Context: an optimization exercise on an open-source flow, tuned for small area. The choices shown serve that exercise and are no tape-out recipe. The RTL was checked by simulation tests, not by an equivalence proof against the original design. Power figures rest on the tool's default switching activity, not on a simulated workload.

==> flow/design.v <==
module rfm70_init_rom (
    input  wire [4:0] entry,
    input  wire [3:0] idx,
    output reg  [7:0] entry_la,
    output reg  [5:0] entry_width,
    output wire [7:0] rom_byte
);
    always @(*) begin
        if (entry < 5'd14) begin
            entry_la    = 8'h80 + {3'd0, entry};
            entry_width = 6'd4;
        end else if (entry == 5'd14) begin
            entry_la    = 8'h8E;
            entry_width = 6'd11;
        end else begin
            entry_la    = 8'h84;
            entry_width = 6'd4;
        end
    end
    wire [4:0] e = entry;
    wire [3:0] i = idx;
    wire f0_0 = (e[3] & e[2] & e[1]) | (e[4]) | (~e[3] & e[2] & ~e[1] & ~e[0]) | (~e[3] & ~e[2] & e[1] & e[0]);
    wire f0_1 = (e[3] & e[2] & e[1] & e[0]);
    wire f0_2 = (e[3] & e[2] & e[1] & e[0]) | (~e[3] & e[2] & ~e[1] & e[0]);
    wire f0_3 = (e[4]) | (e[3] & e[2] & e[1] & e[0]) | (~e[3] & e[2] & ~e[1] & ~e[0]) | (~e[3] & ~e[2] & e[1] & e[0]);
    wire f0_4 = (~e[3] & ~e[2] & e[1]) | (e[4]) | (e[3] & e[2] & e[1] & e[0]) | (~e[3] & e[2] & ~e[1] & ~e[0]);
    wire f0_5 = (~e[3] & e[2] & ~e[1] & e[0]);
    wire f0_6 = (~e[3] & ~e[1] & ~e[0]) | (e[3] & e[2] & e[1]) | (~e[3] & ~e[2] & ~e[0]) | (~e[3] & ~e[2] & ~e[1]);
    wire f0_7 = (~e[3] & ~e[2] & e[0]) | (e[4]) | (~e[3] & ~e[2] & e[1]) | (e[3] & e[2] & e[1] & e[0]) | (~e[3] & e[2] & ~e[1] & ~e[0]);
    wire f1_0 = (~e[4] & ~e[3] & ~e[2] & ~e[1]) | (e[3] & e[2] & ~e[1] & ~e[0]);
    wire f1_1 = (~e[3] & ~e[1]) | (e[2] & ~e[1] & ~e[0]) | (e[3] & e[2] & e[1] & e[0]);
    wire f1_2 = (~e[3] & e[2] & ~e[1]) | (e[4]) | (e[3] & e[2] & e[1] & e[0]) | (~e[3] & ~e[2] & e[1] & ~e[0]);
    wire f1_3 = (~e[3] & ~e[1] & ~e[0]) | (~e[3] & ~e[2] & ~e[0]) | (~e[3] & ~e[2] & ~e[1]) | (e[3] & e[2] & e[1] & e[0]);
    wire f1_4 = (e[2] & ~e[1] & ~e[0]) | (e[4]) | (e[3] & e[2] & e[1] & e[0]) | (~e[3] & ~e[2] & e[1] & ~e[0]);
    wire f1_5 = (e[3] & e[2] & ~e[0]) | (~e[3] & ~e[2] & e[1] & ~e[0]);
    wire f1_6 = (~e[4] & ~e[3] & ~e[2] & ~e[1]) | (e[3] & e[2] & ~e[1] & ~e[0]) | (~e[3] & ~e[2] & e[1] & ~e[0]);
    wire f1_7 = (e[3] & e[2] & e[0]) | (e[4]) | (~e[3] & e[2] & ~e[1] & ~e[0]) | (~e[3] & ~e[2] & e[1] & ~e[0]);
    wire f2_0 = (~e[3] & e[2] & ~e[1] & e[0]) | (~e[3] & ~e[2] & e[1] & e[0]) | (~e[4] & ~e[3] & ~e[2] & ~e[1] & ~e[0]);
    wire f2_1 = (~e[3] & e[2] & ~e[1]) | (e[4]) | (e[2] & ~e[1] & ~e[0]) | (e[3] & e[2] & e[1] & e[0]);
    wire f2_2 = (e[3] & e[2] & e[0]) | (~e[3] & e[2] & ~e[1]) | (e[4]) | (~e[3] & ~e[2] & e[1] & ~e[0]);
    wire f2_3 = (~e[3] & ~e[2] & e[1]) | (~e[3] & e[2] & ~e[1] & e[0]) | (e[3] & e[2] & e[1] & ~e[0]);
    wire f2_4 = (e[3] & e[2] & ~e[1]) | (e[2] & ~e[1] & e[0]) | (~e[3] & ~e[2] & e[1] & e[0]);
    wire f2_5 = (e[2] & ~e[1] & e[0]) | (~e[3] & ~e[2] & e[1] & e[0]);
    wire f2_6 = (~e[3] & e[2] & ~e[1] & e[0]);
    wire f2_7 = (e[3] & e[2] & e[0]) | (e[4]) | (~e[3] & e[2] & ~e[1] & ~e[0]) | (~e[3] & ~e[2] & e[1] & ~e[0]);
    wire f3_0 = (e[4]) | (e[3] & e[2] & e[1] & e[0]) | (~e[3] & e[2] & ~e[1] & ~e[0]) | (~e[3] & ~e[2] & e[1] & e[0]);
    wire f3_1 = (~e[3] & ~e[1] & ~e[0]) | (e[2] & ~e[1] & e[0]) | (e[3] & e[2] & e[0]) | (~e[3] & ~e[2] & ~e[0]);
    wire f3_2 = (e[2] & ~e[1] & e[0]) | (e[3] & e[2] & e[1] & ~e[0]);
    wire f3_3 = (e[4]) | (e[3] & e[2] & e[1] & e[0]) | (~e[3] & e[2] & ~e[1] & ~e[0]);
    wire f3_4 = (e[3] & e[2] & ~e[1] & e[0]);
    wire f3_5 = (e[2] & ~e[1] & e[0]) | (~e[4] & ~e[3] & ~e[2] & ~e[1] & ~e[0]);
    wire f3_6 = (~e[3] & ~e[2] & e[1] & e[0]) | (~e[4] & ~e[3] & ~e[2] & ~e[1] & ~e[0]);
    wire f3_7 = (~e[3] & e[2] & ~e[1] & e[0]) | (~e[4] & ~e[3] & ~e[2] & ~e[1] & ~e[0]);
    wire k_0 = (i[1]) | (i[2] & ~i[0]) | (~i[2] & i[0]);
    wire k_1 = (i[3]) | (i[1]);
    wire k_2 = (i[3]) | (i[1]);
    wire k_3 = (i[3]) | (i[1] & ~i[0]);
    wire k_4 = (~i[2]) | (i[1] & i[0]);
    wire k_5 = (i[3]) | (i[0]);
    wire k_6 = (i[3]) | (i[1]);
    wire k_7 = (~i[0]) | (i[3]) | (i[1]);
    assign rom_byte[0] = (i[3] | i[2]) ? k_0 : (i[1] ? (i[0] ? f3_0 : f2_0) : (i[0] ? f1_0 : f0_0));
    assign rom_byte[1] = (i[3] | i[2]) ? k_1 : (i[1] ? (i[0] ? f3_1 : f2_1) : (i[0] ? f1_1 : f0_1));
    assign rom_byte[2] = (i[3] | i[2]) ? k_2 : (i[1] ? (i[0] ? f3_2 : f2_2) : (i[0] ? f1_2 : f0_2));
    assign rom_byte[3] = (i[3] | i[2]) ? k_3 : (i[1] ? (i[0] ? f3_3 : f2_3) : (i[0] ? f1_3 : f0_3));
    assign rom_byte[4] = (i[3] | i[2]) ? k_4 : (i[1] ? (i[0] ? f3_4 : f2_4) : (i[0] ? f1_4 : f0_4));
    assign rom_byte[5] = (i[3] | i[2]) ? k_5 : (i[1] ? (i[0] ? f3_5 : f2_5) : (i[0] ? f1_5 : f0_5));
    assign rom_byte[6] = (i[3] | i[2]) ? k_6 : (i[1] ? (i[0] ? f3_6 : f2_6) : (i[0] ? f1_6 : f0_6));
    assign rom_byte[7] = (i[3] | i[2]) ? k_7 : (i[1] ? (i[0] ? f3_7 : f2_7) : (i[0] ? f1_7 : f0_7));
endmodule
module rfm70_dispatch (
    input  wire        clk,
    input  wire        rst,
    input  wire [19:0] settle_cycles,
    input  wire        req_valid,
    output wire        req_ready,
    input  wire [3:0]  req_op,
    input  wire [7:0]  req_arg,
    input  wire [5:0]  req_len,
    output wire        rsp_valid,
    output wire [1:0]  rsp_err,
    output wire        rsp_has_status,
    output wire [7:0]  rsp_status,
    input  wire        buf_we,
    input  wire [4:0]  buf_addr,
    input  wire [7:0]  buf_wdata,
    output wire [7:0]  buf_rdata,
    output wire        spi_cs_n,
    output wire        spi_sck,
    output wire        spi_mosi,
    input  wire        spi_miso,
    input  wire        spi_fault,
    output reg         ce
);
    localparam OP_RREG   = 4'd0;
    localparam OP_WREG   = 4'd1;
    localparam OP_RRXPL  = 4'd2;
    localparam OP_WTXPL  = 4'd3;
    localparam OP_WTXNA  = 4'd4;
    localparam OP_WACK   = 4'd5;
    localparam OP_FLTX   = 4'd6;
    localparam OP_FLRX   = 4'd7;
    localparam OP_REUSE  = 4'd8;
    localparam OP_ACT    = 4'd9;
    localparam OP_RPLW   = 4'd10;
    localparam OP_NOP    = 4'd11;
    localparam OP_MODE   = 4'd12;
    localparam OP_SETPWR = 4'd13;
    localparam OP_INIT   = 4'd14;
    localparam E_OK        = 2'd0;
    localparam E_INVALID   = 2'd1;
    localparam E_TOO_LARGE = 2'd2;
    localparam E_TRANSPORT = 2'd3;
    localparam S_IDLE   = 3'd0;
    localparam S_RUN    = 3'd1;
    localparam S_XFER   = 3'd2;
    localparam S_HOLD   = 3'd3;
    localparam S_SETTLE = 3'd4;
    localparam S_RESP   = 3'd5;
    reg [2:0]  state;
    reg [19:0] cnt;
    reg [4:0]  pc;
    reg [3:0]  op_r;
    reg [7:0]  arg_r;
    reg [5:0]  len_r;
    reg [1:0]  err;
    reg        bank_known;
    reg        bank;
    reg [7:0]  status;    
    reg [255:0] bufr;     
    wire idle = (state == S_IDLE);
    wire xfer = (state == S_XFER);
    assign req_ready = idle;
    assign rsp_valid = (state == S_RESP);
    assign rsp_err   = err;
    assign rsp_status = status;
    assign rsp_has_status = (err == E_OK) && !(op_r == OP_SETPWR && pc == 5'd0);
    assign spi_cs_n = !(xfer || state == S_HOLD);
    assign spi_sck  = xfer && cnt[1];
    wire [5:0]  pidx    = cnt[10:5];
    wire        is_cmd  = &cnt[10:5];
    wire [20:0] cnt_inc = {1'b0, cnt} + 21'd1;    
    wire        shift    = xfer && (cnt[1:0] == 2'd3);    
    wire [7:0] rom_la;
    wire [5:0] rom_width;
    wire [7:0] rom_byte;
    rfm70_init_rom u_rom (
        .entry       (pc),
        .idx         (pidx[3:0]),
        .entry_la    (rom_la),
        .entry_width (rom_width),
        .rom_byte    (rom_byte)
    );
    wire guarded = (op_r == OP_RREG) || (op_r == OP_WREG) || (op_r == OP_MODE) ||
                   (op_r == OP_SETPWR) || (op_r == OP_INIT);
    reg [7:0] la;
    reg       wr;
    reg [5:0] acc_len;
    always @(*) begin
        case (op_r)
            OP_MODE: begin
                la      = (pc < 5'd2) ? 8'h07 : 8'h00;
                wr      = (pc == 5'd1) || (pc == 5'd4);
                acc_len = 6'd1;
            end
            OP_SETPWR: begin
                la      = 8'h06;
                wr      = (pc == 5'd1);
                acc_len = 6'd1;
            end
            OP_INIT: begin
                la      = rom_la;
                wr      = 1'b1;
                acc_len = rom_width;
            end
            default: begin
                la      = arg_r;
                wr      = (op_r == OP_WREG);
                acc_len = len_r;
            end
        endcase
    end
    wire resolve = guarded && !bank_known;
    wire toggle  = guarded && bank_known && (bank != la[7]);
    wire mainx   = !resolve && !toggle;
    reg [7:0] cmd;
    reg [5:0] n_eff;
    always @(*) begin
        if (resolve) begin
            cmd = 8'h07; n_eff = 6'd1;
        end else if (toggle) begin
            cmd = 8'h50; n_eff = 6'd1;
        end else if (guarded) begin
            cmd = {2'b00, wr, la[4:0]}; n_eff = acc_len;
        end else begin
            n_eff = 6'd0;
            case (op_r)
                OP_RRXPL: begin cmd = 8'h61; n_eff = len_r; end
                OP_WTXPL: begin cmd = 8'hA0; n_eff = len_r; end
                OP_WTXNA: begin cmd = 8'hB0; n_eff = len_r; end
                OP_WACK:  begin cmd = {5'b10101, arg_r[2:0]}; n_eff = len_r; end
                OP_FLTX:  cmd = 8'hE1;
                OP_FLRX:  cmd = 8'hE2;
                OP_REUSE: cmd = 8'hE3;
                OP_ACT:   begin cmd = 8'h50; n_eff = 6'd1; end
                OP_RPLW:  begin cmd = 8'h60; n_eff = 6'd1; end
                default:  cmd = 8'hFF;
            endcase
        end
    end
    wire rx_buf = mainx && (op_r == OP_RREG || op_r == OP_RRXPL || op_r == OP_RPLW);
    wire [4:0] baddr = idle ? buf_addr : pidx[4:0];
    wire       bwe   = idle ? buf_we : (shift && !is_cmd && rx_buf);
    wire [7:0] bwd   = idle ? buf_wdata : {bdata[6:0], spi_miso};
    wire [7:0] bdata;
    wire [31:0] bwen;
    rfm70_bufport u_bufport (
        .mem   (bufr),
        .addr  (baddr),
        .we    (bwe),
        .rdata (bdata),
        .wen   (bwen)
    );
    assign buf_rdata = bdata;
    wire [7:0] t = {arg_r[7:2], len_r[1:0]};
    wire       t_shift = shift && !is_cmd && mainx && !wr &&
                         (op_r == OP_MODE || op_r == OP_SETPWR);
    reg [7:0] rmw;
    always @(*) begin
        if (op_r == OP_SETPWR)
            rmw = (t & 8'hF9) | {5'd0, arg_r[1:0], 1'b0};
        else if (pc == 5'd1)
            rmw = t;
        else case (arg_r[1:0])
            2'd0:    rmw = t & 8'hFD;
            2'd1:    rmw = t | 8'h02;
            2'd2:    rmw = t | 8'h03;
            default: rmw = t & 8'h02;
        endcase
    end
    reg [7:0] txbyte;
    always @(*) begin
        if (toggle)
            txbyte = 8'h53;
        else case (op_r)
            OP_ACT:              txbyte = arg_r;
            OP_MODE, OP_SETPWR:  txbyte = rmw;
            OP_INIT:             txbyte = rom_byte;
            default:             txbyte = bdata;
        endcase
    end
    wire [2:0] bitn = ~cnt[4:2];
    assign spi_mosi = is_cmd ? cmd[bitn] : txbyte[bitn];
    wire [4:0] rn = req_arg[4:0];
    wire       is01 = (req_op[3:1] == 3'b000);
    wire       is25 = !req_op[3] && (req_op[2] ^ req_op[1]);
    wire       n0   = (req_len == 6'd0);
    wire       la_bad = req_arg[6] | req_arg[5] |
                        (req_arg[7] ? (rn[4] | (&rn[3:0])) : (&rn[4:1]));
    wire       w11  = req_arg[7] && (rn == 5'h0E);
    wire       w4   = req_arg[7] && !w11;
    wire       w5   = !req_arg[7] && (rn == 5'h0A || rn == 5'h0B || rn == 5'h10);
    wire       gt1  = |req_len[5:1];
    wire       gt4  = |req_len[5:3] | (req_len[2] & (req_len[1] | req_len[0]));
    wire       gt5  = |req_len[5:3] | (req_len[2] & req_len[1]);
    wire       gt11 = |req_len[5:4] | (req_len[3] & req_len[2]);
    wire       tl01 = w11 ? gt11 : w4 ? gt4 : w5 ? gt5 : gt1;
    wire       pipe_bad = req_op[2] && req_op[0] && (|req_arg[7:3] | (req_arg[2] & req_arg[1]));
    wire       tl25 = req_len[5] && (|req_len[4:0]);
    wire       inv  = (req_op == 4'd15) | (is01 & (la_bad | n0)) | (is25 & (pipe_bad | n0));
    wire       big  = (is01 & tl01) | (is25 & tl25);
    wire [1:0] chk  = inv ? E_INVALID : big ? E_TOO_LARGE : E_OK;
    reg respond, ce_step;
    always @(*) begin
        ce_step = 1'b0;
        case (op_r)
            OP_MODE: begin
                respond = (pc == 5'd6);
                ce_step = (pc == 5'd2) || (pc == 5'd5);
            end
            OP_SETPWR: respond = (pc == 5'd0 && arg_r[7:2] != 6'd0) || (pc == 5'd2);
            OP_INIT:   respond = (pc == 5'd17);
            default:   respond = (pc == 5'd1);
        endcase
        if (err != E_OK)
            respond = 1'b1;
    end
    integer k;
    always @(posedge clk) begin
        for (k = 0; k < 32; k = k + 1)
            if (bwen[k])
                bufr[8*k +: 8] <= bwd;
        cnt <= cnt_inc[19:0];
        if (rst) begin
            state      <= S_IDLE;
            bank_known <= 1'b0;
            ce         <= 1'b0;
        end else begin
            case (state)
            S_IDLE: begin
                if (req_valid) begin
                    op_r  <= req_op;
                    arg_r <= req_arg;
                    len_r <= req_len;
                    err   <= chk;
                    pc    <= (req_op == OP_MODE && req_arg[1:0] != 2'd2) ? 5'd2 : 5'd0;
                    state <= S_RUN;
                end
            end
            S_RUN: begin
                if (respond) begin
                    state <= S_RESP;
                end else if (ce_step) begin
                    ce <= (pc == 5'd5) && arg_r[1];
                    pc <= pc + 5'd1;
                end else begin
                    cnt[10:0] <= {6'h3F, 5'd0};
                    state <= S_XFER;
                end
            end
            S_XFER: begin
                if (shift && is_cmd)
                    status <= {status[6:0], spi_miso};
                if (t_shift)
                    {arg_r[7:2], len_r[1:0]} <= {arg_r[6:2], len_r[1:0], spi_miso};
                if (shift && !is_cmd && resolve && cnt[4:2] == 3'd0)
                    bank <= spi_miso;
                if (cnt[4:0] == 5'd31) begin
                    if (spi_fault) begin
                        err   <= E_TRANSPORT;
                        state <= S_HOLD;
                    end else if (cnt_inc[10:5] == n_eff) begin
                        state <= S_HOLD;
                        if (resolve) begin
                            bank_known <= 1'b1;
                        end else if (toggle) begin
                            bank <= la[7];
                        end else begin
                            pc <= pc + 5'd1;
                        end
                    end
                end
            end
            S_HOLD: begin
                if (cnt[0]) begin
                    cnt   <= ~settle_cycles;      
                    state <= S_SETTLE;
                end
            end
            S_SETTLE: begin
                if (cnt_inc[20])
                    state <= S_RUN;
            end
            default: begin
                cnt   <= cnt_inc[19:0];
                state <= S_IDLE;
            end
            endcase
        end
    end
endmodule
module rfm70_bufport (
    input  wire [255:0] mem,
    input  wire [4:0]   addr,
    input  wire         we,
    output wire [7:0]   rdata,
    output wire [31:0]  wen
);
    assign rdata = mem[8*addr +: 8];
    genvar g;
    generate
        for (g = 0; g < 32; g = g + 1) begin : g_wen
            assign wen[g] = we && (addr == g);
        end
    endgenerate
endmodule
==> flow/flow/run.sh <==
#!/bin/bash
# Own layout flow: the standard layout (standard.sh, ORFS) with
#  - the payload buffer's read mux and write decoder (module rfm70_bufport,
#    combinational) black-boxed during synthesis and replaced, before the
#    design is flattened, by the hand-mapped netlist flow/bufport_gates.v
#    (own_synth.tcl is synth_recipe.tcl with that step added);
#  - an area-oriented ABC script for the rest of the combinational logic:
#    each script in flow/abc/ is tried and the one giving the smallest
#    netlist is kept (registers are mapped by the same dfflibmap step before
#    ABC runs, so they keep the standard synthesis's names and cell types);
#  - the smallest buffer on each port;
#  - a clock tree of a few large clock buffers, without dummy loads.
# Each tool run's output goes to a log file of its own in this folder.
set -euo pipefail
W=$(pwd)
rm -rf "$W/scripts_own"
cp -r "$FLOW_HOME/scripts" "$W/scripts_own"
SYN=(SCRIPTS_DIR="$W/scripts_own" SYNTH_SCRIPT="$W/flow/own_synth.tcl"
     SYNTH_BLACKBOXES=rfm70_bufport OWN_BUFPORT_V="$W/flow/bufport_gates.v")

best=""; best_area=""
for f in "$W"/flow/abc/*.script; do
  s=$(basename "$f" .script)
  cp "$f" "$W/scripts_own/abc_area.script"
  rm -rf "$W/orfs"
  if bash standard.sh "${SYN[@]}" synth > "$W/synth_try_$s.log" 2>&1; then
    a=$(grep -o "Chip area for module '.rfm70_dispatch': [0-9.]*" \
          "$W"/orfs/reports/*/rfm70_dispatch/base/synth_stat.txt | awk '{print $NF}')
    echo "abc script $s: area $a (without rfm70_bufport)" >> "$W/synth_tries.log"
    if [[ -n "$a" ]] && { [[ -z "$best_area" ]] || awk -v a="$a" -v b="$best_area" 'BEGIN{exit !(a<b)}'; }; then
      best=$s; best_area=$a
    fi
  else
    echo "abc script $s: failed" >> "$W/synth_tries.log"
  fi
done
echo "chosen: $best ($best_area)" >> "$W/synth_tries.log"
cp "$W/flow/abc/$best.script" "$W/scripts_own/abc_area.script"
rm -rf "$W/orfs"

CTS="-sink_clustering_enable -repair_clock_nets -dont_use_dummy_load"
CTS="$CTS -buf_list sky130_fd_sc_hd__clkbuf_16 -sink_clustering_size 28 -sink_clustering_max_diameter 90"
bash standard.sh "${SYN[@]}" \
  BUFFER_PORTS_ARGS="-buffer_cell sky130_fd_sc_hd__buf_1" \
  CTS_ARGS="$CTS" \
  finish > "$W/flow_make.log" 2>&1
==> flow/flow/abc/c4.script <==
strash
dch -f
map -a
strash
dch -f
map -a
strash
dch -f
map -a
strash
dch -f
amap
topo
==> flow/flow/abc/d3.script <==
strash
dch -f
map -a
strash
dch -f
map -a
strash
dch -f
map -a
strash
dch -f
map -a
strash
dch -f
map -a
strash
dch -f
map -a
strash
dch -f
amap
topo
==> flow/flow/abc/e1.script <==
strash
dch -f
map -a
strash
dch -f
map -a
strash
dch -f
map -a
strash
dch -f
map -a
strash
dch -f
map -a
strash
dch -f
map -a
strash
dch -f
map -a
strash
dch -f
map -a
strash
dch -f
amap
topo
==> flow/flow/abc/e4.script <==
strash
dch -f
amap
strash
dch -f
map -a
strash
dch -f
amap
strash
dch -f
map -a
strash
dch -f
amap
strash
dch -f
map -a
strash
dch -f
amap
topo
==> flow/flow/abc/e7.script <==
strash
&get -n
&dch -f
&nf -a -R 1000
&put
strash
dch -f
map -a
strash
dch -f
map -a
strash
dch -f
amap
topo
==> flow/flow/own_synth.tcl <==
# synth_recipe.tcl, with the black-boxed rfm70_bufport replaced by its
# gate-level netlist before the design is flattened.
proc synth {args} { yosys synth -nofsm -noshare {*}$args }
source $::env(SCRIPTS_DIR)/synth.tcl
yosys delete rfm70_bufport
yosys read_verilog $::env(OWN_BUFPORT_V)
# left out here: clear keep_hierarchy, flatten, clean up, hide names made inside functions, write 1_2_yosys.v
==> flow/standard.sh <==
#!/bin/bash
# synth_recipe.tcl (not shown) runs the flow's synth.tcl, then flattens the netlist and writes it again
# the make line also repeats each setting of config.mk as NAME=value (left out here)
make -C /OpenROAD-flow-scripts/flow DESIGN_CONFIG=/design/flow/config.mk WORK_HOME=/design/flow/orfs CLKGATE_MAP_FILE= SYNTH_SCRIPT=/design/flow/synth_recipe.tcl "${@:-finish}"
==> flow/config.mk <==
export PLATFORM = sky130hd
export DESIGN_NAME = rfm70_dispatch
export DESIGN_NICKNAME = rfm70_dispatch
export VERILOG_FILES = /design/flow/design.v
export SDC_FILE = /design/flow/constraint.sdc
export NUM_CORES = 4
export LEC_CHECK = 0
export ABC_AREA = 1
export CAP_MARGIN = 20
export CORE_MARGIN = 2
export CORE_UTILIZATION = 40
export SLEW_MARGIN = 20
==> flow/constraint.sdc <==
create_clock -name core_clock -period 10.0 [get_ports {clk}]
set_input_delay 2.0000 -clock core_clock [delete_from_list [all_inputs] [get_ports {clk}]]
set_output_delay 2.0000 -clock core_clock [all_outputs]
set_load 0.01 [all_outputs]
Not shown: flow/flow/bufport_gates.v
==> impl_metrics.py, run 1 <==
metrics = {
    "floorplanning": {
        "dieArea_um2": 35290,
        "initial_utilization_pct": 40.42,
    },
    "grt": {
        "antenna_found_initial": 1,
        "gr-total-overflow": 0,
        "gr-usage-met3_pct": 2.957,
        "grt_pass1_wl_um": 58140,
        "grt_use_met1_pct": 31.75,
    },
    "timing": {
        "skew_ps": 59.70,
        "rsz0062_at_grt": "no",
    },
    "status": {
        "status": "finished clean",
    },
    "route": {
        "drt-wirelength-per-cell_um": 23.49,
        "totalWireLength_um": 38260,
        "drc": 0,
    },
    "final_layout": {
        "nNonClkBuffers": 90,
        "nClkBuffers": 16,
        "seq_cell_count": 315,
        "layout_common_cells": "edfxtp_1 (290), nor2_1 (202), clkinv_1 (85), a222oi_1 (81), buf_1 (81)",
        "areaGrowthSynthToFinish_pct": 10.08,
    },
    "power": {
        "p_comb_uw": 2030,
        "ir_worst_vdd_mv": 0.2732,
        "p_leak_uw": 0.004544,
        "p_sw_share_pct": 41.55,
        "power_frac_clock_pct": 13.8,
        "combPwrFrac_pct": 41.7,
    },
    "worst_setup_path": {
        "cp_slowest_cell": "or2_0",
        "r2r_start": "op_r[3]",
    },
    "cts": {
        "cts_sinks": 315,
        "cts_buffers": 16,
        "h-tree-depth": 1,
        "cts_hold_buffers": 0,
        "path_clk_slew_ps": 60,
    },
    "placement": {
        "gp_congestion": 0.9491,
    },
    "yosys": {
        "ys_warn_count": 3,
    },
    "run": {
        "cap_violations": 0,
    },
}
==> run 2: changes to the inputs <==
--- a/flow/design.v
+++ b/flow/design.v
@@ -124,5 +124,5 @@
     reg [7:0]  arg_r;
     reg [5:0]  len_r;
-    reg [1:0]  err;
+    reg        fault;     
     reg        bank_known;
     reg        bank;
@@ -133,7 +133,7 @@
     assign req_ready = idle;
     assign rsp_valid = (state == S_RESP);
-    assign rsp_err   = err;
+    assign rsp_err   = fault ? E_TRANSPORT : chk;
     assign rsp_status = status;
-    assign rsp_has_status = (err == E_OK) && !(op_r == OP_SETPWR && pc == 5'd0);
+    assign rsp_has_status = !fault && (chk == E_OK) && !(op_r == OP_SETPWR && pc == 5'd0);
     assign spi_cs_n = !(xfer || state == S_HOLD);
     assign spi_sck  = xfer && cnt[1];
@@ -252,21 +252,21 @@
     wire [2:0] bitn = ~cnt[4:2];
     assign spi_mosi = is_cmd ? cmd[bitn] : txbyte[bitn];
-    wire [4:0] rn = req_arg[4:0];
-    wire       is01 = (req_op[3:1] == 3'b000);
-    wire       is25 = !req_op[3] && (req_op[2] ^ req_op[1]);
-    wire       n0   = (req_len == 6'd0);
-    wire       la_bad = req_arg[6] | req_arg[5] |
-                        (req_arg[7] ? (rn[4] | (&rn[3:0])) : (&rn[4:1]));
-    wire       w11  = req_arg[7] && (rn == 5'h0E);
-    wire       w4   = req_arg[7] && !w11;
-    wire       w5   = !req_arg[7] && (rn == 5'h0A || rn == 5'h0B || rn == 5'h10);
-    wire       gt1  = |req_len[5:1];
-    wire       gt4  = |req_len[5:3] | (req_len[2] & (req_len[1] | req_len[0]));
-    wire       gt5  = |req_len[5:3] | (req_len[2] & req_len[1]);
-    wire       gt11 = |req_len[5:4] | (req_len[3] & req_len[2]);
+    wire [4:0] rn = arg_r[4:0];
+    wire       is01 = (op_r[3:1] == 3'b000);
+    wire       is25 = !op_r[3] && (op_r[2] ^ op_r[1]);
+    wire       n0   = (len_r == 6'd0);
+    wire       la_bad = arg_r[6] | arg_r[5] |
+                        (arg_r[7] ? (rn[4] | (&rn[3:0])) : (&rn[4:1]));
+    wire       w11  = arg_r[7] && (rn == 5'h0E);
+    wire       w4   = arg_r[7] && !w11;
+    wire       w5   = !arg_r[7] && (rn == 5'h0A || rn == 5'h0B || rn == 5'h10);
+    wire       gt1  = |len_r[5:1];
+    wire       gt4  = |len_r[5:3] | (len_r[2] & (len_r[1] | len_r[0]));
+    wire       gt5  = |len_r[5:3] | (len_r[2] & len_r[1]);
+    wire       gt11 = |len_r[5:4] | (len_r[3] & len_r[2]);
     wire       tl01 = w11 ? gt11 : w4 ? gt4 : w5 ? gt5 : gt1;
-    wire       pipe_bad = req_op[2] && req_op[0] && (|req_arg[7:3] | (req_arg[2] & req_arg[1]));
-    wire       tl25 = req_len[5] && (|req_len[4:0]);
-    wire       inv  = (req_op == 4'd15) | (is01 & (la_bad | n0)) | (is25 & (pipe_bad | n0));
+    wire       pipe_bad = op_r[2] && op_r[0] && (|arg_r[7:3] | (arg_r[2] & arg_r[1]));
+    wire       tl25 = len_r[5] && (|len_r[4:0]);
+    wire       inv  = (op_r == 4'd15) | (is01 & (la_bad | n0)) | (is25 & (pipe_bad | n0));
     wire       big  = (is01 & tl01) | (is25 & tl25);
     wire [1:0] chk  = inv ? E_INVALID : big ? E_TOO_LARGE : E_OK;
@@ -283,5 +283,5 @@
             default:   respond = (pc == 5'd1);
         endcase
-        if (err != E_OK)
+        if (chk != E_OK || fault)
             respond = 1'b1;
     end
@@ -303,5 +303,5 @@
                     arg_r <= req_arg;
                     len_r <= req_len;
-                    err   <= chk;
+                    fault <= 1'b0;
                     pc    <= (req_op == OP_MODE && req_arg[1:0] != 2'd2) ? 5'd2 : 5'd0;
                     state <= S_RUN;
@@ -328,5 +328,5 @@
                 if (cnt[4:0] == 5'd31) begin
                     if (spi_fault) begin
-                        err   <= E_TRANSPORT;
+                        fault <= 1'b1;
                         state <= S_HOLD;
                     end else if (cnt_inc[10:5] == n_eff) begin
--- a/flow/flow/run.sh
+++ b/flow/flow/run.sh
@@ -6,7 +6,9 @@
 #    (own_synth.tcl is synth_recipe.tcl with that step added);
 #  - an area-oriented ABC script for the rest of the combinational logic:
-#    each script in flow/abc/ is tried and the one giving the smallest
+#    the synthesis is run with each script in flow/abc/ and the smallest
 #    netlist is kept (registers are mapped by the same dfflibmap step before
-#    ABC runs, so they keep the standard synthesis's names and cell types);
+#    ABC runs, so they keep the standard synthesis's names and cell types;
+#    some scripts use ABC's time-limited &deepsyn, so the kept synthesis
+#    results are used as they are, not made again);
 #  - the smallest buffer on each port;
 #  - a clock tree of a few large clock buffers, without dummy loads.
@@ -23,9 +25,10 @@
   s=$(basename "$f" .script)
   cp "$f" "$W/scripts_own/abc_area.script"
-  rm -rf "$W/orfs"
+  rm -rf "$W/orfs" "$W/orfs_try_$s"
   if bash standard.sh "${SYN[@]}" synth > "$W/synth_try_$s.log" 2>&1; then
     a=$(grep -o "Chip area for module '.rfm70_dispatch': [0-9.]*" \
           "$W"/orfs/reports/*/rfm70_dispatch/base/synth_stat.txt | awk '{print $NF}')
     echo "abc script $s: area $a (without rfm70_bufport)" >> "$W/synth_tries.log"
+    mv "$W/orfs" "$W/orfs_try_$s"
     if [[ -n "$a" ]] && { [[ -z "$best_area" ]] || awk -v a="$a" -v b="$best_area" 'BEGIN{exit !(a<b)}'; }; then
       best=$s; best_area=$a
@@ -37,5 +40,6 @@
 echo "chosen: $best ($best_area)" >> "$W/synth_tries.log"
 cp "$W/flow/abc/$best.script" "$W/scripts_own/abc_area.script"
-rm -rf "$W/orfs"
+mv "$W/orfs_try_$best" "$W/orfs"
+rm -rf "$W"/orfs_try_*
 
 CTS="-sink_clustering_enable -repair_clock_nets -dont_use_dummy_load"
==> flow/flow/abc/f2.script (new file) <==
strash
dch -f
map -a
strash
&get -n
&deepsyn -T 60
&put
dch -f
map -a
strash
dch -f
amap
topo
==> flow/flow/abc/f2s1.script (new file) <==
strash
dch -f
map -a
strash
&get -n
&deepsyn -T 60 -S 1
&put
dch -f
map -a
strash
dch -f
amap
topo
==> flow/flow/abc/f2s2.script (new file) <==
strash
dch -f
map -a
strash
&get -n
&deepsyn -T 60 -S 2
&put
dch -f
map -a
strash
dch -f
amap
topo
--- a/flow/config.mk
+++ b/flow/config.mk
@@ -9,4 +9,5 @@
 export CAP_MARGIN = 20
 export CORE_MARGIN = 2
-export CORE_UTILIZATION = 40
+export CORE_UTILIZATION = 60
+export PLACE_DENSITY = 0.75
 export SLEW_MARGIN = 20
removed: flow/flow/abc/c4.script
removed: flow/flow/abc/e7.script
==> run 2 against run 1 <==
  * Global-route usage rose by 9.9 points
  * Via count fell by 1.6%
  * Power fell by 7.4%
  * Utilization rose by 22 points
  * Routed wire length fell by 2.8%
  * Worst setup slack got worse by 180 ps
  * Cell count fell by 14%
  * Maximum frequency fell by 2.3%
  * Register-to-register slack improved by 1200 ps
  * Hold slack barely moved
  * First-iteration DRC count fell by 4.5%
  * Synthesized area fell by 2.0%
  * Critical path type is now reg -> out
  * Critical endpoint unchanged
  * Largest cell class unchanged
  * Highest routed layer unchanged
==> impl_metrics.py, run 2 <==
metrics = {
    "worst_setup_path": {
        "crit_path_max_incr_delay_ps": 760,
        "required_ps": 8000,
        "crit_buf_inv": 3,
        "crit_family": "simple AND/OR/NAND/NOR gates",
        "cp.arrival_ps": 6080,
        "endpoint_kind": "primary output",
        "critPathLaunch": "state[0]",
        "cp_max_fo": 22,
        "worstSetupPathType": "reg -> out",
        "critPathLaunchType": "flip-flop",
        "r2r_start": "op_r[2]",
        "path_cells": "clkinv_1 > nand2_1 > nor2_2 > clkinv_1 > a21oi_1 > or3b_1 > nor2_1 > a222oi_1 > nand4_1 > or3_1 > a222oi_1 > nand2_1 > o21ai_0 > o2111ai_1 > o311ai_0 > nand2b_1 > buf_1",
        "cp_slowest_cell": "nor2_2",
    },
    "floorplanning": {
        "dieArea_um2": 23280,
        "chipWidth_um": 152.6,
        "pin_count": 82,
        "num_rows": 54,
        "initial_utilization_pct": 60.89,
        "die_height_um": 152.6,
        "core_um2": 21760,
    },
    "timing": {
        "setup_slack_ps": 1920,
        "max_slew_margin_pct": 29.26,
        "worstMarginPinSlew_ps": 1050,
        "fin_crit_sh_pct": 80.80,
        "rsz0062_at_grt": "no",
        "fmax_ghz": 0.1238,
        "setup_viol": 0,
        "final_max_slew_viol_count": 0,
        "holdWs_ps": 458.5,
        "fin_setup_tns_ps": 0,
        "hold_viol": 0,
        "fin_crit_ps": 8080,
        "skew_ps": 82.31,
    },
    "yosys": {
        "syn_area_um2": 13250,
        "synth_nets": 1088,
        "ys_warn_count": 3,
        "netlist_instances": 1019,
        "syn_avg_cell_area_um2": 13.00,
    },
    "final_layout": {
        "top_register": "bufr",
        "largest_reg_flops": 256,
        "nets": 1197,
        "areaGrowthSynthToFinish_pct": 8.821,
        "final_common_cell": "edfxtp_1",
        "reg_top3": "bufr (256), cnt (20)",
        "layout-drive-gt1-share_pct": 2.753,
        "layout_common_cells": "edfxtp_1 (289), nor2_1 (172), clkinv_1 (84), a222oi_1 (82), buf_1 (81)",
        "fillCellCount": 1579,
        "fin_cells": 1407,
    },
    "route": {
        "via_count": 9903,
        "vias_per_cell": 7.038,
        "final_antenna_net_count": 0,
        "drc": 0,
        "drt-initial-drc-count": 1432,
        "totalWireLength_um": 37210,
        "drt_pass1_iterations": 14,
        "drt-wirelength-per-cell_um": 26.44,
    },
    "cts": {
        "clk_latency_ps": 530,
        "h-tree-depth": 1,
        "cts_hold_buffers": 0,
        "path_clk_slew_ps": 100,
        "cts_buffers": 16,
        "root_buffer": "clkbuf_16",
        "post_cts.repair.setup_buffers": 0,
        "clockBufferDepth": 3,
        "cts_sinks": 314,
        "ctsResizeCount": 0,
        "cts_tree": "yes",
    },
    "grt": {
        "antenna_found_initial": 0,
        "grt_usage_pct": 31.37,
        "first_global_vias": 9251,
        "grt_max_degree": 33,
        "grt_pass1_wl_um": 55710,
        "gr-total-overflow": 0,
    },
    "placement": {
        "dp.cells": 1389,
        "gp_congestion": 1.018,
        "port_buffers": 81,
        "pre_cts_slack_ps": 2401,
        "dp_hpwl_um": 26180,
    },
    "hold_path": {
        "min_from": "status[1]",
        "hp-class": "reg -> reg",
    },
    "power": {
        "power.density_nw_per_um2": 312.6,
        "p_leak_uw": 0.004495,
        "power_uw": 4506,
        "ir_worst_vdd_mv": 0.2121,
    },
    "run": {
        "cap_violations": 0,
    },
    "status": {
        "status": "finished clean",
    },
}
==> run 2: metal layers <==
| metal | wire [um] | share of wire, % | up-vias | track usage (%) |
|---|---|---|---|---|
| li1 | - | - | 4328 | - |
| met5 | 0 | 0 | - | 0 |
| met3 | 3663 | 9.8 | 123 | 5.233 |
| met4 | 1853 | 5.0 | 0 | 13.36 |
| met2 | 17040 | 46 | 678 | 49.03 |
| met1 | 14650 | 39 | 4774 | 44.33 |
==> run 2: stage by stage <==
step | area (um2) | utilization [%]
2_1_floorplan | 13250 | -
4_1_cts | 14390 | 66.15
3_5_place_dp | 13990 | 64.31
5_1_grt | 14410 | 66.25
3_3_place_gp | 13990 | 64.31
6_report | 14420 | 66.26
==> run 2: power by group <==
group	leakage (uW)	total, uW	switching, uW	internal [uW]
combinational	0.00148	1810	1350	454
sequential	0.00282	2030	114	1920
clock	0.000197	667	379	288
total	0.00450	4510	1850	2660
==> run 2: layout make-up <==
type	instances	area, um2	area share, %
Antenna cell	1	2.502	0.01736
Multi-Input combinational cell	621	3790	26.29
Timing Repair Buffer	91	379.1	2.630
Inverter	84	315.3	2.187
Sequential cell	314	9179	63.67
Clock buffer	16	400.4	2.777
Tap cell	280	350.3	2.430
==> run 2: final timing paths <==
path	slack (ps)	to	depth (start not counted)
max	1920	spi_mosi	17
min	460	status[2]	0
max reg2reg	4630	pc[1]	17
min reg2reg	460	status[2]	0
==> run 3: changes to the inputs <==
==> flow/flow/run.sh (replaced) <==
#!/bin/bash
# Own layout flow: the standard layout (standard.sh, ORFS) with
#  - the payload buffer's read mux and write decoder (module rfm70_bufport,
#    combinational) black-boxed during synthesis and replaced, before the
#    design is flattened, by the hand-mapped netlist flow/bufport_gates.v
#    (own_synth.tcl is synth_recipe.tcl with that step added);
#  - an area-oriented ABC script for the rest of the combinational logic:
#    the synthesis is run (NUM_CORES at a time) with each script in
#    flow/abc/ and the smallest netlist is kept (registers are mapped by the
#    same dfflibmap step before ABC runs, so they keep the standard
#    synthesis's names and cell types; some scripts use ABC's time-limited
#    &deepsyn, so the kept synthesis results are used as they are, not made
#    again);
#  - the smallest buffer on each port;
#  - a clock tree of a few large clock buffers, without dummy loads.
# Each tool run's output goes to a log file of its own in this folder.
set -euo pipefail
W=$(pwd)
JOBS=${NUM_CORES:-4}
syn() {  # syn NAME: synthesis with flow/abc/NAME.script in orfs_try_NAME
  local s=$1
  rm -rf "$W/scripts_try_$s" "$W/orfs_try_$s"
  cp -r "$FLOW_HOME/scripts" "$W/scripts_try_$s"
  cp "$W/flow/abc/$s.script" "$W/scripts_try_$s/abc_area.script"
  bash standard.sh SCRIPTS_DIR="$W/scripts_try_$s" WORK_HOME="$W/orfs_try_$s" \
    SYNTH_SCRIPT="$W/flow/own_synth.tcl" SYNTH_BLACKBOXES=rfm70_bufport \
    OWN_BUFPORT_V="$W/flow/bufport_gates.v" synth > "$W/synth_try_$s.log" 2>&1
}
names=()
for f in "$W"/flow/abc/*.script; do names+=("$(basename "$f" .script)"); done
running=0
for s in "${names[@]}"; do
  syn "$s" &
  running=$((running + 1))
  if (( running >= JOBS )); then wait -n || true; running=$((running - 1)); fi
done
wait || true

best=""; best_area=""
for s in "${names[@]}"; do
  a=$(grep -o "Chip area for module '.rfm70_dispatch': [0-9.]*" \
        "$W"/orfs_try_$s/reports/*/rfm70_dispatch/base/synth_stat.txt 2>/dev/null | awk '{print $NF}' || true)
  if [[ -z "$a" || ! -f "$W/orfs_try_$s/results/sky130hd/rfm70_dispatch/base/1_synth.odb" ]]; then
    echo "abc script $s: failed" >> "$W/synth_tries.log"; continue
  fi
  echo "abc script $s: area $a (without rfm70_bufport)" >> "$W/synth_tries.log"
  if [[ -z "$best_area" ]] || awk -v a="$a" -v b="$best_area" 'BEGIN{exit !(a<b)}'; then
    best=$s; best_area=$a
  fi
done
echo "chosen: $best ($best_area)" >> "$W/synth_tries.log"
rm -rf "$W/orfs" "$W/scripts_own"
mv "$W/orfs_try_$best" "$W/orfs"
mv "$W/scripts_try_$best" "$W/scripts_own"
rm -rf "$W"/orfs_try_* "$W"/scripts_try_*

CTS="-sink_clustering_enable -repair_clock_nets -dont_use_dummy_load"
CTS="$CTS -buf_list sky130_fd_sc_hd__clkbuf_16 -sink_clustering_size 28 -sink_clustering_max_diameter 90"
bash standard.sh SCRIPTS_DIR="$W/scripts_own" \
  SYNTH_SCRIPT="$W/flow/own_synth.tcl" SYNTH_BLACKBOXES=rfm70_bufport \
  OWN_BUFPORT_V="$W/flow/bufport_gates.v" \
  BUFFER_PORTS_ARGS="-buffer_cell sky130_fd_sc_hd__buf_1" \
  CTS_ARGS="$CTS" \
  finish > "$W/flow_make.log" 2>&1
==> flow/flow/abc/f2s3.script (new file) <==
strash
dch -f
map -a
strash
&get -n
&deepsyn -T 90 -S 3
&put
dch -f
map -a
strash
dch -f
amap
topo
--- a/flow/config.mk
+++ b/flow/config.mk
@@ -7,7 +7,7 @@
 export LEC_CHECK = 0
 export ABC_AREA = 1
-export CAP_MARGIN = 20
+export CAP_MARGIN = 5
 export CORE_MARGIN = 2
 export CORE_UTILIZATION = 60
 export PLACE_DENSITY = 0.75
-export SLEW_MARGIN = 20
+export SLEW_MARGIN = 5
removed: flow/flow/abc/d3.script
removed: flow/flow/abc/e1.script
removed: flow/flow/abc/e4.script
removed: flow/flow/abc/f2.script
removed: flow/flow/abc/f2s1.script
removed: flow/flow/abc/f2s2.script
==> run 3 against run 2 <==
  * Final area decreased by 0.41%
  * Critical path depth shrank 1
  * Critical path type is now in -> out
  * Utilization decreased by 0.27 points
  * Combinational power fell by 13%
  * Via count shrank 0.45%
  * Synthesized cell count increased by 1.1%
==> impl_metrics.py, run 3 <==
metrics = {
    "route": {
        "via_count": 9858,
        "final_antenna_net_count": 0,
        "totalWireLength_um": 37730,
        "drt-initial-drc-count": 1588,
        "drc": 0,
        "drt-wirelength-per-cell_um": 26.70,
        "drt_pass1_iterations": 13,
        "vias_per_cell": 6.977,
    },
    "floorplanning": {
        "die_height_um": 152.7,
        "pin_count": 82,
        "chipWidth_um": 152.7,
        "dieArea_um2": 23300,
        "initial_utilization_pct": 60.94,
        "num_rows": 54,
        "core_um2": 21760,
    },
    "yosys": {
        "synth_nets": 1099,
        "syn_avg_cell_area_um2": 12.87,
        "syn_area_um2": 13260,
        "ys_warn_count": 3,
        "netlist_instances": 1030,
    },
    "timing": {
        "fmax_ghz": 0.1226,
        "max_slew_margin_pct": 24.21,
        "hold_viol": 0,
        "fin_crit_ps": 8159,
        "setup_viol": 0,
        "rsz0062_at_grt": "no",
        "skew_ps": 37.91,
        "fin_crit_sh_pct": 81.59,
        "final_max_slew_viol_count": 0,
        "fin_setup_tns_ps": 0,
        "worstMarginPinSlew_ps": 1131,
        "holdWs_ps": 468.9,
    },
    "worst_setup_path": {
        "worstSetupPathType": "in -> out",
        "required_ps": 8000,
        "endpoint_kind": "primary output",
        "cp_max_fo": 9,
        "critPathLaunchType": "primary input",
        "cp.arrival_ps": 6160,
    },
    "placement": {
        "gp_congestion": 1.009,
        "dpl_cell_area_um2": 13980,
        "port_buffers": 81,
        "dp.cells": 1398,
        "dp_hpwl_um": 26400,
    },
    "status": {
        "status": "finished clean",
    },
    "final_layout": {
        "design_area_um2": 14360,
        "areaGrowthSynthToFinish_pct": 8.285,
        "top_register": "bufr",
        "final_common_cell": "edfxtp_1",
        "layout-drive-gt1-share_pct": 2.295,
        "multi_input_area_um2": 3807,
        "nets": 1204,
        "regArea_um2": 9179,
        "largest_reg_flops": 256,
        "antennaDiodeCount": 0,
        "fillCellCount": 1652,
        "reg_top3": "bufr (256), cnt (20)",
        "layout_common_cells": "edfxtp_1 (289), nor2_1 (184), a222oi_1 (81), buf_1 (81), clkinv_1 (77)",
        "fin_cells": 1413,
    },
    "power": {
        "power_uw": 4182,
        "ir_worst_vdd_mv": 0.2387,
        "power.density_nw_per_um2": 291.3,
        "p_leak_uw": 0.004430,
    },
    "grt": {
        "gr-total-overflow": 0,
        "first_global_vias": 9574,
        "antenna_found_initial": 0,
        "grt_usage_pct": 32.40,
        "grt_pass1_wl_um": 57800,
        "grt_max_degree": 33,
    },
    "cts": {
        "cts_tree": "yes",
        "post_cts.repair.setup_buffers": 0,
        "cts_hold_buffers": 0,
        "clockBufferDepth": 3,
        "cts_buffers": 15,
        "ctsResizeCount": 0,
        "h-tree-depth": 1,
        "root_buffer": "clkbuf_16",
        "cts_sinks": 314,
        "clk_latency_ps": 520,
        "path_clk_slew_ps": 90,
    },
    "run": {
        "cap_violations": 0,
    },
    "hold_path": {
        "hp-class": "reg -> reg",
    },
}
## run 3: critical path, stage by stage
cell	delay, ps
buf_1	70
nor2_1	70
a21oi_1	280
or2_0	720
nor2_1	340
a222oi_1	440
nand4_1	240
or3_1	460
a211oi_1	250
o31ai_1	120
o31a_1	250
nor3_1	170
nor4_1	70
or3_1	340
nand2b_1	190
buf_1	140
## run 3: layout make-up
class | count | share of cell area (%)
Sequential cell | 314 | 63.93
Multi-Input combinational cell | 639 | 26.52
Clock buffer | 15 | 2.614
Timing Repair Buffer | 88 | 2.484
Tap cell | 280 | 2.440
Inverter | 77 | 2.013
## run 3: stage by stage
stage	utilization (%)	setup WS, ps
floorplan	-	3169
global placement	64.27	2106
detailed placement	64.27	2018
CTS	65.99	1999
global route	65.99	1588
finish	65.99	1841
## run 3: worst paths after layout
kind	start	to	slack, ps	depth (start not counted)
worst max-delay path	buf_addr[1]	spi_mosi	1840	16
worst min-delay path	status[4]	status[5]	470	0
worst max register to register	state[2]	bufr[97]	4840	10
worst min register to register	status[4]	status[5]	470	0
## run 3: report_power, final
| group | leakage [uW] | switching [uW] | total (uW) | internal (uW) |
|---|---|---|---|---|
| logic | 0.00143 | 1200 | 1580 | 386 |
| registers | 0.00281 | 94.4 | 1950 | 1860 |
| clock network | 0.000185 | 375 | 646 | 271 |
## run 3: metal layers
layer  track usage, %  vias to the layer above  wire (um)
li1                 -                     4342          -
met1            45.00                     4744      14670
met2            52.06                      674      17770
met3            5.404                       98       3660
met4            12.48                        0       1633
met5                0                        -          0
==> run 4: changes to the inputs <==
==> flow/flow/abc/e4.script (new file) <==
strash
dch -f
amap
strash
dch -f
map -a
strash
dch -f
amap
strash
dch -f
map -a
strash
dch -f
amap
strash
dch -f
map -a
strash
dch -f
amap
topo
--- a/flow/config.mk
+++ b/flow/config.mk
@@ -7,7 +7,7 @@
 export LEC_CHECK = 0
 export ABC_AREA = 1
-export CAP_MARGIN = 5
+export CAP_MARGIN = 20
 export CORE_MARGIN = 2
 export CORE_UTILIZATION = 60
 export PLACE_DENSITY = 0.75
-export SLEW_MARGIN = 5
+export SLEW_MARGIN = 20
removed: flow/flow/abc/f2s3.script
==> run 4 against run 3 <==
  * Sequential power increased by 17%
  * Count of clock-buffer cells in the layout grew 1
  * Clock skew up 53 ps
  * Largest cell class unchanged
  * Still clean
  * Highest routed layer is now met5
  * Hold slack got worse by 19 ps
==> impl_metrics.py, run 4 <==
metrics = {
    "cts": {
        "clk_latency_ps": 530,
        "clockBufferDepth": 3,
        "post_cts.repair.setup_buffers": 0,
        "ctsResizeCount": 0,
        "cts_tree": "yes",
        "path_clk_slew_ps": 90,
        "cts_buffers": 16,
        "cts_sinks": 314,
        "root_buffer": "clkbuf_16",
        "h-tree-depth": 1,
        "cts_hold_buffers": 0,
    },
    "placement": {
        "pre_cts_slack_ps": 2270,
        "gp_congestion": 1.018,
        "dp.cells": 1441,
        "port_buffers": 81,
        "dp_hpwl_um": 27090,
    },
    "worst_setup_path": {
        "r2r_cells": 18,
        "r2r_start": "op_r[2]",
        "cp_max_fo": 23,
        "worstSetupPathType": "reg -> out",
        "regToRegSetupSlack_ps": 3550,
        "r2r_end": "pc[3]",
        "cp.arrival_ps": 6400,
        "required_ps": 8000,
        "endpoint_kind": "primary output",
        "critPathLaunchType": "flip-flop",
    },
    "final_layout": {
        "fillCellCount": 1665,
        "areaGrowthSynthToFinish_pct": 8.573,
        "antennaDiodeCount": 0,
        "layout-drive-gt1-share_pct": 2.634,
        "fin_cells": 1457,
        "final_common_cell": "edfxtp_1",
        "layout_common_cells": "edfxtp_1 (289), nor2_1 (201), a222oi_1 (83), buf_1 (81), clkinv_1 (79)",
        "top_register": "bufr",
        "multi_input_area_um2": 4005,
        "nets": 1248,
        "largest_reg_flops": 256,
        "reg_top3": "bufr (256), cnt (20)",
        "regArea_um2": 9179,
    },
    "yosys": {
        "synth_nets": 1139,
        "syn_avg_cell_area_um2": 12.58,
        "netlist_instances": 1070,
        "syn_area_um2": 13460,
        "ys_warn_count": 3,
    },
    "grt": {
        "grt_pass1_wl_um": 58040,
        "grt_max_degree": 33,
        "grt_use_met1_pct": 44.75,
        "gr-usage-met3_pct": 4.622,
        "first_global_vias": 9749,
        "gr-total-overflow": 0,
        "top_usage_layer": "met2",
        "antenna_found_initial": 1,
        "met2_usage_pct": 50.96,
        "grt_usage_pct": 32.30,
    },
    "power": {
        "p_sw_uw": 2407,
        "power_frac_clock_pct": 12.1,
        "power.density_nw_per_um2": 373.8,
        "internal_power_uw": 3054,
        "seq_power_share_pct": 41.9,
        "p_sw_share_pct": 44.07,
        "ir_worst_vdd_mv": 0.2680,
        "p_leak_uw": 0.004538,
        "combPwrFrac_pct": 46.0,
    },
    "run": {
        "cap_violations": 0,
    },
    "route": {
        "drt-initial-drc-count": 1390,
        "drc": 0,
        "drt_pass1_iterations": 9,
        "via_count": 10170,
        "drt-wirelength-per-cell_um": 26.35,
        "vias_per_cell": 6.981,
        "totalWireLength_um": 38390,
        "final_antenna_net_count": 0,
    },
    "status": {
        "status": "finished clean",
    },
    "floorplanning": {
        "pin_count": 82,
        "num_rows": 54,
        "die_height_um": 153.8,
        "core_um2": 21890,
        "chipWidth_um": 153.8,
        "initial_utilization_pct": 61.47,
        "dieArea_um2": 23640,
    },
    "timing": {
        "fin_crit_ps": 8403,
        "fmax_ghz": 0.1190,
        "hold_viol": 0,
        "fin_crit_sh_pct": 84.03,
        "fin_setup_tns_ps": 0,
        "worstMarginPinSlew_ps": 1231,
        "rsz0062_at_grt": "no",
        "setup_slack_ps": 1597,
        "setup_viol": 0,
        "max_slew_margin_pct": 16.90,
        "skew_ps": 90.72,
        "final_max_slew_viol_count": 0,
    },
    "hold_path": {
        "hp-class": "reg -> reg",
        "min_from": "status[3]",
        "holdPathStages": 0,
        "min_to": "status[4]",
    },
}
-- run 4: cell count changes in the layout (fill, tap and decap cells not counted), moves of 6 or more --
cell,delta
nor4_1,-6
nand2_1,+14
o21ai_0,+6
nor3_1,+16
o22a_1,-6
a21oi_1,-22
nor2_1,+17
-- run 4: stage by stage --
stage	total power, uW	utilization [%]	area (um2)	hold slack [ps]
floorplan	3637	-	13460	461.9
global placement	4729	64.90	14210	429.6
detailed placement	4755	64.91	14210	431.7
CTS	5404	66.74	14610	452.8
global route	5680	66.74	14610	472.5
finish	5461	66.74	14610	450.2
-- run 4: worst max-delay path by stage --
stage	startpoint	end	slack (ps)	cells after the start
6_report	state[0]	spi_mosi	1600	19
5_1_grt	state[0]	spi_mosi	1150	19
4_1_cts	state[0]	spi_mosi	1790	19
3_5_place_dp	buf_addr[1]	spi_mosi	2270	18
3_3_place_gp	state[0]	spi_mosi	2230	19
2_1_floorplan	buf_addr[3]	spi_mosi	3330	16
-- run 4: cell type report --
type                       instances  area share (%)
sequential                       314           62.82
timing repair buffer              91           2.595
clock buffer                      16           2.740
inverter                          79           2.030
multi-input combinational        677           27.41
tap                              280           2.398
-- run 4: per-layer routing --
metal  part of all wire (%)  vias to the layer above
li1                       -                     4509
met1                     38                     4848
met2                     46                      675
met3                    9.8                      137
met4                    5.7                        2
met5                  0.029                        -
-- run 4: power by group through the flow --
stage | clock network (uW) | logic [uW] | registers, uW
2_1_floorplan | 0 | 1370 | 2270
3_3_place_gp | 0 | 2410 | 2320
3_5_place_dp | 0 | 2440 | 2310
4_1_cts | 669 | 2450 | 2290
5_1_grt | 700 | 2680 | 2300
6_report | 660 | 2510 | 2290
-- run 4: critical path, stage by stage (launching register included) --
cell and delay (ps):
dfxtp_1 420, nor2_1 100, nand2_1 340, clkinv_1 730, o21ai_0 760, or2_0 710
nor2_1 310, a222oi_1 500, nand4_1 170, or3_1 420, clkinv_1 110, nor2_1 50
a2111oi_0 300, o32ai_1 140, a221oi_1 290, nor3_1 80, o31ai_1 70, nor2b_1 150
nand2_1 100, buf_1 150
==> run 5: changes to the inputs <==
--- a/flow/config.mk
+++ b/flow/config.mk
@@ -10,4 +10,6 @@
 export CORE_MARGIN = 2
 export CORE_UTILIZATION = 60
+export GPL_ROUTABILITY_DRIVEN = 0
+export GPL_TIMING_DRIVEN = 0
 export PLACE_DENSITY = 0.75
 export SLEW_MARGIN = 20
==> run 5 against run 4 <==
  * Still clean
  * Combinational power is essentially flat
  * Power shrank 0.32%
  * First-iteration DRC count rose by 12%
  * Non-clock buffer count fell by 7
  * Register-to-register slack gained 540 ps
  * Clock skew is 11 ps lower
  * Critical path depth stayed put
  * Global-route usage decreased by 2.5 points
  * Largest cell class unchanged
  * Highest routed layer is now met4
==> impl_metrics.py, run 5 <==
metrics = {
    "timing": {
        "fin_setup_tns_ps": 0,
        "hold_viol": 0,
        "worstMarginPinSlew_ps": 1090,
        "fin_crit_ps": 8992,
        "skew_ps": 80.18,
        "holdWs_ps": 457.6,
        "setup_viol": 0,
        "fmax_ghz": 0.1112,
        "fin_crit_sh_pct": 89.92,
        "final_max_slew_viol_count": 0,
        "rsz0062_at_grt": "no",
        "max_slew_margin_pct": 27.07,
        "setup_slack_ps": 1008,
    },
    "power": {
        "p_sw_uw": 2374,
        "internal_power_uw": 3069,
        "seq_power_share_pct": 41.9,
        "combPwrFrac_pct": 45.8,
        "power_frac_clock_pct": 12.3,
        "power.density_nw_per_um2": 372.6,
        "ir_worst_vdd_mv": 0.3412,
        "p_sw_share_pct": 43.61,
        "p_leak_uw": 0.004519,
    },
    "yosys": {
        "ys_warn_count": 3,
        "netlist_instances": 1070,
        "synth_nets": 1139,
        "syn_area_um2": 13460,
        "syn_avg_cell_area_um2": 12.58,
    },
    "cts": {
        "cts_sinks": 314,
        "post_cts.repair.setup_buffers": 0,
        "clockBufferDepth": 3,
        "clk_latency_ps": 530,
        "cts_buffers": 16,
        "ctsResizeCount": 0,
        "cts_hold_buffers": 0,
        "path_clk_slew_ps": 100,
        "root_buffer": "clkbuf_16",
        "cts_tree": "yes",
        "h-tree-depth": 1,
    },
    "route": {
        "drt-wirelength-per-cell_um": 24.94,
        "vias_per_cell": 7.034,
        "via_count": 10200,
        "drt_pass1_iterations": 10,
        "drt-initial-drc-count": 1558,
        "final_antenna_net_count": 0,
        "totalWireLength_um": 36170,
        "drc": 0,
    },
    "final_layout": {
        "reg_top3": "bufr (256), cnt (20)",
        "nets": 1241,
        "final_common_cell": "edfxtp_1",
        "top_register": "bufr",
        "largest_reg_flops": 256,
        "fin_util_pct": 66.75,
        "fin_cells": 1450,
        "antennaDiodeCount": 0,
        "areaGrowthSynthToFinish_pct": 8.582,
        "layout_common_cells": "edfxtp_1 (289), nor2_1 (201), a222oi_1 (83), buf_1 (81), clkinv_1 (79)",
        "layout-drive-gt1-share_pct": 2.393,
    },
    "worst_setup_path": {
        "cp_max_fo": 23,
        "endpoint_kind": "primary output",
        "required_ps": 8000,
        "critPathLaunchType": "flip-flop",
        "worstSetupPathType": "reg -> out",
        "cp.arrival_ps": 6990,
    },
    "floorplanning": {
        "die_height_um": 153.8,
        "pin_count": 82,
        "initial_utilization_pct": 61.47,
        "num_rows": 54,
        "chipWidth_um": 153.8,
        "core_um2": 21890,
        "dieArea_um2": 23640,
    },
    "grt": {
        "grt_usage_pct": 29.78,
        "gr-total-overflow": 0,
        "first_global_vias": 9422,
        "grt_pass1_wl_um": 53730,
        "grt_max_degree": 33,
        "antenna_found_initial": 0,
    },
    "hold_path": {
        "hp-class": "reg -> reg",
    },
    "placement": {
        "port_buffers": 81,
        "pre_cts_slack_ps": 1778,
        "dp_hpwl_um": 24670,
        "dp.cells": 1434,
    },
    "status": {
        "status": "finished clean",
    },
    "run": {
        "cap_violations": 0,
    },
}
run 5: cell count changes in the layout (fill, tap and decap cells not counted), sizes merged:
cell / change
buf: -7
run 5: power groups by stage:
| stage | sequential [uW] | clock, uW | combinational (uW) |
|---|---|---|---|
| 2_1_floorplan | 2270 | 0 | 1370 |
| 3_3_place_gp | 2340 | 0 | 2250 |
| 3_5_place_dp | 2310 | 0 | 2410 |
| 4_1_cts | 2280 | 675 | 2420 |
| 5_1_grt | 2300 | 715 | 2630 |
| 6_report | 2280 | 667 | 2490 |
run 5: critical path, cell delays in order, from the launching register on:
cell	delay, ps
dfxtp_1	420
nor2_1	100
nand2_1	360
clkinv_1	770
o21ai_0	790
or2_0	730
nor2_1	360
a222oi_1	500
nand4_1	240
or3_1	460
clkinv_1	130
nor2_1	60
a2111oi_0	440
o32ai_1	210
a221oi_1	340
nor3_1	100
o31ai_1	70
nor2b_1	150
nand2_1	110
buf_1	150
run 5: final timing paths:
path / endpoint / from / slack (ps) / cells past startpoint
setup / recovery: spi_mosi / state[0] / 1010 / 19
hold / removal: status[7] / status[6] / 460 / 0
setup reg to reg: pc[0] / op_r[2] / 4090 / 18
hold reg to reg: status[7] / status[6] / 460 / 0
run 5: cell type report:
class                   instances  area (um2)
fillers                      1657        7279
well taps                     280       350.3
repair buffers                 84       366.6
flip-flops and latches        314        9179
clock buffers                  16       400.4
inverters                      79       296.5
multi-input cells             677        4019
run 5: per-stage QoR:
| stage | cell area, um2 | power (uW) |
|---|---|---|
| after floorplan | 13460 | 3637 |
| after global placement | 14110 | 4594 |
| after detailed placement | 14210 | 4723 |
| after CTS | 14610 | 5378 |
| after global routing | 14610 | 5647 |
| final | 14610 | 5444 |
run 5: per-layer routing:
| layer | vias up | global-route usage [%] | routed length, um | part of all wire, % |
|---|---|---|---|---|
| met2 | 713 | 47.17 | 16990 | 47 |
| met3 | 128 | 4.707 | 3875 | 11 |
| met1 | 4856 | 41.00 | 13310 | 37 |
| met5 | - | 0 | 0 | 0 |
| met4 | 0 | 14.07 | 1998 | 5.5 |
| li1 | 4503 | - | - | - |
==> run 6: changes to the inputs <==
==> flow/flow/abc/d3.script (new file) <==
strash
dch -f
map -a
strash
dch -f
map -a
strash
dch -f
map -a
strash
dch -f
map -a
strash
dch -f
map -a
strash
dch -f
map -a
strash
dch -f
amap
topo
==> flow/flow/abc/e1.script (new file) <==
strash
dch -f
map -a
strash
dch -f
map -a
strash
dch -f
map -a
strash
dch -f
map -a
strash
dch -f
map -a
strash
dch -f
map -a
strash
dch -f
map -a
strash
dch -f
map -a
strash
dch -f
amap
topo
==> flow/flow/abc/f2.script (new file) <==
strash
dch -f
map -a
strash
&get -n
&deepsyn -T 60
&put
dch -f
map -a
strash
dch -f
amap
topo
==> flow/flow/abc/f2s1.script (new file) <==
strash
dch -f
map -a
strash
&get -n
&deepsyn -T 60 -S 1
&put
dch -f
map -a
strash
dch -f
amap
topo
==> flow/flow/abc/f2s2.script (new file) <==
strash
dch -f
map -a
strash
&get -n
&deepsyn -T 60 -S 2
&put
dch -f
map -a
strash
dch -f
amap
topo
==> flow/flow/abc/f2s3.script (new file) <==
strash
dch -f
map -a
strash
&get -n
&deepsyn -T 90 -S 3
&put
dch -f
map -a
strash
dch -f
amap
topo
==> flow/flow/abc/f2s4.script (new file) <==
strash
dch -f
map -a
strash
&get -n
&deepsyn -T 90 -S 4
&put
dch -f
map -a
strash
dch -f
amap
topo
==> flow/flow/abc/f2s5.script (new file) <==
strash
dch -f
map -a
strash
&get -n
&deepsyn -T 90 -S 5
&put
dch -f
map -a
strash
dch -f
amap
topo
--- a/flow/config.mk
+++ b/flow/config.mk
@@ -10,6 +10,4 @@
 export CORE_MARGIN = 2
 export CORE_UTILIZATION = 60
-export GPL_ROUTABILITY_DRIVEN = 0
-export GPL_TIMING_DRIVEN = 0
 export PLACE_DENSITY = 0.75
 export SLEW_MARGIN = 20
==> run 6 against run 5 <==
  * Count of clock-buffer cells in the layout decreased by 1
  * Sequential share of layout area increased by 1.1 points
  * Clock skew decreased by 36 ps
  * Maximum frequency increased by 14%
  * Combinational power decreased by 34%
==> impl_metrics.py, run 6 <==
metrics = {
    "worst_setup_path": {
        "cp.arrival_ps": 5880,
        "endpoint_kind": "primary output",
        "path_common_cell": "nor2_1",
        "path_cells": "nor2_1 > clkinv_1 > nor2_1 > buf_4 > clkinv_1 > a21oi_1 > or2_0 > nor2_1 > a222oi_1 > nand4_1 > or3_1 > a2111oi_0 > nor2_1 > o21ai_0 > a21oi_1 > a21oi_1 > nor2_1 > nand2b_1 > buf_1",
        "cp_max_fo": 19,
        "crit_path_max_incr_delay_ps": 650,
        "worstSetupPathType": "reg -> out",
        "required_ps": 8000,
        "critPathLaunchType": "flip-flop",
        "critPathLaunch": "state[1]",
        "cp_slowest_cell": "or2_0",
        "r2r_start": "op_r[0]",
    },
    "status": {
        "status": "finished clean",
    },
    "cts": {
        "clockBufferDepth": 3,
        "h-tree-depth": 1,
        "clk_latency_ps": 510,
        "path_clk_slew_ps": 100,
        "cts_tree": "yes",
        "cts_buffers": 15,
        "post_cts.repair.setup_buffers": 0,
        "root_buffer": "clkbuf_16",
        "cts_hold_buffers": 0,
        "ctsResizeCount": 0,
        "cts_sinks": 314,
    },
    "final_layout": {
        "antennaDiodeCount": 0,
        "final_common_cell": "edfxtp_1",
        "layout-drive-gt1-share_pct": 2.489,
        "nets": 1196,
        "largest_reg_flops": 256,
        "reg_top3": "bufr (256), cnt (20)",
        "fin_cells": 1405,
        "areaGrowthSynthToFinish_pct": 8.369,
        "top_register": "bufr",
        "layout_common_cells": "edfxtp_1 (289), nor2_1 (187), a222oi_1 (81), buf_1 (81), clkinv_1 (72)",
    },
    "run": {
        "cap_violations": 0,
    },
    "route": {
        "drc": 0,
        "drt-initial-drc-count": 1341,
        "drt_pass1_iterations": 9,
        "via_count": 9637,
        "totalWireLength_um": 35140,
        "drt-wirelength-per-cell_um": 25.01,
        "final_antenna_net_count": 0,
        "vias_per_cell": 6.859,
    },
    "floorplanning": {
        "die_height_um": 152.6,
        "initial_utilization_pct": 60.89,
        "core_um2": 21760,
        "pin_count": 82,
        "chipWidth_um": 152.6,
        "dieArea_um2": 23280,
        "num_rows": 54,
    },
    "timing": {
        "final_max_slew_viol_count": 0,
        "fin_crit_sh_pct": 78.76,
        "fin_crit_ps": 7876,
        "rsz0062_at_grt": "no",
        "max_slew_margin_pct": 40.57,
        "worstMarginPinSlew_ps": 880.0,
        "fmax_ghz": 0.1270,
        "fin_setup_tns_ps": 0,
        "setup_viol": 0,
        "skew_ps": 44.06,
        "hold_viol": 0,
    },
    "power": {
        "seq_power_share_pct": 46.7,
        "internal_power_uw": 2599,
        "p_sw_uw": 1695,
        "power.density_nw_per_um2": 299.1,
        "ir_worst_vdd_mv": 0.2435,
        "p_sw_share_pct": 39.47,
        "combPwrFrac_pct": 38.4,
        "p_leak_uw": 0.004442,
        "power_frac_clock_pct": 14.8,
    },
    "grt": {
        "antenna_found_initial": 0,
        "first_global_vias": 9211,
        "gr-total-overflow": 0,
        "grt_max_degree": 33,
        "grt_usage_pct": 29.77,
        "grt_pass1_wl_um": 53500,
    },
    "yosys": {
        "syn_avg_cell_area_um2": 13.00,
        "ys_warn_count": 3,
        "synth_nets": 1088,
        "syn_area_um2": 13250,
        "netlist_instances": 1019,
    },
    "placement": {
        "gp_congestion": 0.9595,
        "dp.cells": 1390,
        "dp_hpwl_um": 25130,
        "port_buffers": 81,
    },
    "hold_path": {
        "min_from": "status[2]",
        "hp-class": "reg -> reg",
    },
}
==> run 6: power by group through the flow <==
stage	clock network, uW	registers (uW)	logic (uW)
2_1_floorplan	0	2000	935
3_3_place_gp	0	2040	1580
3_5_place_dp	0	2040	1620
4_1_cts	642	2010	1620
5_1_grt	680	2020	1770
6_report	637	2010	1650
==> run 6: final timing paths <==
path | to | slack [ps] | cells after the start
setup reg to reg | pc[2] | 4390 | 13
hold reg to reg | status[3] | 460 | 0
hold / removal | status[3] | 460 | 0
setup / recovery | spi_mosi | 2120 | 19
==> run 6: per-stage QoR <==
step / instance area (um2) / util (%) / power, uW / worst slack (ps) / hold WS [ps]
2_1_floorplan: 13250 / - / 2936 / 3445 / 441.7
3_3_place_gp: 13980 / 64.24 / 3614 / 2505 / 425.0
3_5_place_dp: 13980 / 64.24 / 3659 / 2306 / 434.9
4_1_cts: 14350 / 65.96 / 4274 / 2248 / 459.3
5_1_grt: 14360 / 65.98 / 4472 / 1608 / 477.5
6_report: 14360 / 65.98 / 4293 / 2124 / 461.3
==> run 6: critical path: cells and delay by family (launching register included) <==
family / cells / cell delay, ps
AO/OA/AOI/OAI: 6 / 1750
AND/OR/NAND/NOR: 9 / 2260
buffers and inverters: 4 / 1010
flip-flops: 1 / 360
==> run 6: routing by layer <==
metal / global-route usage [%] / wire length, um
met4: 10.89 / 1448
met3: 4.039 / 3226
met5: 0 / 0
met2: 50.12 / 17250
met1: 40.13 / 13220
==> run 6: cell type report <==
type	count	area (um2)
Sequential cell	314	9179
Fill cell	1640	7401
Multi-Input combinational cell	633	3801
Timing Repair Buffer	91	379.1
Clock buffer	15	375.4
Tap cell	280	350.3
Inverter	72	270.3

Re-timed with assumed drivers on the ports (clkbuf_16 on the clock, buf_2 on other inputs), run 6 has 2.076 ns of setup slack against 2.124 ns with ideal ports, and 2.115 ns once port delays also move by the mid clock arrival of 0.533 ns.
